What follows belongs to an exercise in optimizing a design on an open flow for small area; a production flow would make more cautious choices. Function was checked by simulation only, so behaviour that the tests miss may differ from the original. The clock port is modelled as an ideal driver; clocking choices that lean on that would not hold on a real chip. Power is estimated from default activity; no workload was simulated.

== before ==
## ircore_rx
module ircore_rx (
    input  wire        clk,
    input  wire        rst,             
    input  wire        set_mode,        
    input  wire [1:0]  mode_in,         
    input  wire        edge_valid,      
    input  wire [31:0] edge_ts,         
    input  wire        fire,            
    output wire        busy,
    output wire [1:0]  rx_mode,
    output wire [6:0]  rx_index,
    output wire        frame_active,
    output wire [3:0]  rx_result,
    output wire [31:0] rx_msg,
    output wire [31:0] rx_msg_count,
    output wire [31:0] rx_fail_count
);
Size in the first run: roughly 680 cells after synthesis, about 150 flip-flops.
clock: 10.0 ns
lec_check: 0
cap_margin: 20
core_margin: 2
core_utilization: 70
slew_margin: 20
standard.sh (not shown) runs the stock make flow with config.mk's settings and CLKGATE_MAP_FILE= SYNTH_SCRIPT=/design/flow/synth_recipe.tcl, a recipe that flattens the netlist after the stock synthesis.
==> flow/flow/run.sh <==
#!/bin/bash
# The standard layout (standard.sh) with these changes:
#  - synthesis maps the logic with an area-oriented ABC script (synth_area.tcl),
#    and leaves adders to ABC instead of mapping them to ha/fa cells first;
#  - every port still gets its own buffer, a buf_1, except the constant
#    outputs, which share one tie cell (no pass-through buffers in synthesis,
#    no tie fanout repair);
#  - the clock tree is built by clock_tree.tcl before CTS (a root clkbuf_4
#    and ten clkbuf_8 leaves over balanced clusters of flip-flops), and
#    clock_tree_synthesis, given only the clock port's net, leaves it as is.
# Each tool's full output goes to orfs/logs/ as in the standard flow; make's
# output goes to standard.log.
set -euo pipefail
export FLOW_SYNTH_TCL=$PWD/synth_recipe.tcl
export AREA_ABC_SCRIPT=$PWD/flow/area.abc
bash standard.sh \
  SYNTH_SCRIPT=$PWD/flow/synth_area.tcl ADDER_MAP_FILE= SYNTH_INSBUF=0 SKIP_REPAIR_TIE_FANOUT=1 \
  'BUFFER_PORTS_ARGS=-buffer_cell sky130_fd_sc_hd__buf_1' \
  PRE_CTS_TCL=$PWD/flow/clock_tree.tcl \
  'CTS_ARGS=-clk_nets clk -dont_use_dummy_load -buf_list sky130_fd_sc_hd__clkbuf_8' \
  finish > standard.log 2>&1
==> flow/flow/clock_tree.tcl <==
# Clock tree for the PRE_CTS hook: the clock port drives one root buffer, which
# drives NLEAF leaf buffers, each at the centre of a cluster of flip-flops of
# at most ceil(sinks / NLEAF) members (capacity-limited k-means on placement).
# No register gets a deliberately later or earlier clock than the others.
# Build a two-level clock tree: the clock port drives NLEAF leaf buffers
# (LEAFBUF), each placed at the centre of a cluster of flip-flops.
proc build_clock_tree {nleaf leafbuf rootbuf} {
  set block [ord::get_db_block]
  set db [ord::get_db]
  set clknet [$block findNet clk]
  # sinks: every ITerm on the clk net except the port's
  set sinks {}
  foreach it [$clknet getITerms] { lappend sinks $it }
  # positions
  set pts {}
  foreach it $sinks {
    set inst [$it getInst]
    set bb [$inst getBBox]
    lappend pts [list $it [expr {([$bb xMin]+[$bb xMax])/2}] [expr {([$bb yMin]+[$bb yMax])/2}]]
  }
  # k-means, initial centres spread along sorted x+y
  set sorted [lsort -real -index 1 $pts]
  set n [llength $sorted]
  set cent {}
  for {set k 0} {$k < $nleaf} {incr k} {
    set p [lindex $sorted [expr {int(($k + 0.5) * $n / $nleaf)}]]
    lappend cent [list [lindex $p 1] [lindex $p 2]]
  }
  set cap [expr {int(ceil(double($n) / $nleaf))}]
  for {set iter 0} {$iter < 20} {incr iter} {
    # capacity-limited assignment: closest (point, centre) pairs first
    set pairs {}
    set i 0
    foreach p $pts {
      for {set k 0} {$k < $nleaf} {incr k} {
        set c [lindex $cent $k]
        lappend pairs [list $i $k [expr {abs([lindex $p 1]-[lindex $c 0]) + abs([lindex $p 2]-[lindex $c 1])}]]
      }
      incr i
    }
    set pairs [lsort -real -index 2 $pairs]
    set assign [lrepeat $n -1]
    set cnt [lrepeat $nleaf 0]
    foreach pr $pairs {
      lassign $pr i k d
      if {[lindex $assign $i] >= 0} continue
      if {[lindex $cnt $k] >= $cap} continue
      lset assign $i $k
      lset cnt $k [expr {[lindex $cnt $k] + 1}]
    }
    set sx [lrepeat $nleaf 0.0]; set sy [lrepeat $nleaf 0.0]
    set i 0
    foreach p $pts {
      set k [lindex $assign $i]
      lset sx $k [expr {[lindex $sx $k] + [lindex $p 1]}]
      lset sy $k [expr {[lindex $sy $k] + [lindex $p 2]}]
      incr i
    }
    for {set k 0} {$k < $nleaf} {incr k} {
      if {[lindex $cnt $k] > 0} {
        lset cent $k [list [expr {[lindex $sx $k]/[lindex $cnt $k]}] [expr {[lindex $sy $k]/[lindex $cnt $k]}]]
      }
    }
  }
  puts "clock tree clusters: $cnt"
  set lm [$db findMaster $leafbuf]
  set rootnet $clknet
  if {$rootbuf ne ""} {
    set rm [$db findMaster $rootbuf]
    set rinst [odb::dbInst_create $block $rm clkroot_buf]
    set rnet [odb::dbNet_create $block clkroot_net]
    $rnet setSigType CLOCK
    # place root at the mean of the centres
    set mx 0; set my 0
    foreach c $cent { set mx [expr {$mx + [lindex $c 0]}]; set my [expr {$my + [lindex $c 1]}] }
    $rinst setLocation [expr {int($mx/$nleaf)}] [expr {int($my/$nleaf)}]
    $rinst setPlacementStatus PLACED
    [$rinst findITerm A] connect $clknet
    [$rinst findITerm X] connect $rnet
    set rootnet $rnet
  }
  for {set k 0} {$k < $nleaf} {incr k} {
    set inst [odb::dbInst_create $block $lm clkleaf_buf_$k]
    set net [odb::dbNet_create $block clkleaf_net_$k]
    $net setSigType CLOCK
    set c [lindex $cent $k]
    $inst setLocation [expr {int([lindex $c 0])}] [expr {int([lindex $c 1])}]
    $inst setPlacementStatus PLACED
    [$inst findITerm A] connect $rootnet
    [$inst findITerm X] connect $net
  }
  set i 0
  foreach p $pts {
    set it [lindex $p 0]
    set k [lindex $assign $i]
    $it disconnect
    $it connect [$block findNet clkleaf_net_$k]
    incr i
  }
}

build_clock_tree 10 sky130_fd_sc_hd__clkbuf_8 sky130_fd_sc_hd__clkbuf_4
set_propagated_clock [all_clocks]
Other scripts of this flow, unchanged in this note and not shown: flow/flow/area.abc, flow/flow/synth_area.tcl
before: PASS, flow complete, no timing, DRC or antenna violations
## Diff of input files: after against before
diff --git a/flow/flow/run.sh b/flow/flow/run.sh
--- a/flow/flow/run.sh
+++ b/flow/flow/run.sh
@@ -4,6 +4,4 @@
 #    and leaves adders to ABC instead of mapping them to ha/fa cells first;
-#  - every port still gets its own buffer, a buf_1, except the constant
-#    outputs, which share one tie cell (no pass-through buffers in synthesis,
-#    no tie fanout repair);
-#  - the clock tree is built by clock_tree.tcl before CTS (a root clkbuf_4
+#  - every port still gets its own buffer, a buf_1;
+#  - the clock tree is built by clock_tree.tcl before CTS (a root clkbuf_8
 #    and ten clkbuf_8 leaves over balanced clusters of flip-flops), and
@@ -16,3 +14,3 @@
 bash standard.sh \
-  SYNTH_SCRIPT=$PWD/flow/synth_area.tcl ADDER_MAP_FILE= SYNTH_INSBUF=0 SKIP_REPAIR_TIE_FANOUT=1 \
+  SYNTH_SCRIPT=$PWD/flow/synth_area.tcl ADDER_MAP_FILE= \
   'BUFFER_PORTS_ARGS=-buffer_cell sky130_fd_sc_hd__buf_1' \
diff --git a/flow/flow/clock_tree.tcl b/flow/flow/clock_tree.tcl
--- a/flow/flow/clock_tree.tcl
+++ b/flow/flow/clock_tree.tcl
@@ -101,3 +101,3 @@
 
-build_clock_tree 10 sky130_fd_sc_hd__clkbuf_8 sky130_fd_sc_hd__clkbuf_4
+build_clock_tree 10 sky130_fd_sc_hd__clkbuf_8 sky130_fd_sc_hd__clkbuf_8
 set_propagated_clock [all_clocks]
Notes after the runs:
before → after: die area climbed 1.8%, total power draw higher, switching portion of total power went down, number of fill cells picked up an extra about 7%, length of routed met3 wiring higher. Relative to before, the detailed-route via count of after is lower by 26. Power dissipated by switching net loads in after is 0.81 µW lower than in before. As of after, wire length had fallen by a few percent compared to before.

-- afterwards: timing with drivers on the ports --
How much do the figures lean on ideal ports? The routed layouts below were timed once more, with nothing changed but the port constraints. Step 1 sets driving cells, clkbuf_16 on the clock port and buf_2 on the other inputs (assumed; they add their load-dependent delay and slew). Step 2 times the ports against the registers' clock, not the clock port: input delays grow and output delays shrink by t, the midpoint of the rising clock arrivals with the driver on. Three values: ideal, step 1, step 2; two values: the first two.
run	shift t [ns]	setup WS [ns]	worst setup path after step 2
before	0.558	2.351 / 2.351 / 1.921	input to register
after	0.435	2.493 / 2.493 / 2.081	input to register
After both steps every run listed still meets setup and hold. For before, which loses most, drivers alone change the setup slack by 0.000 ns; drivers and shift together by -0.430 ns.
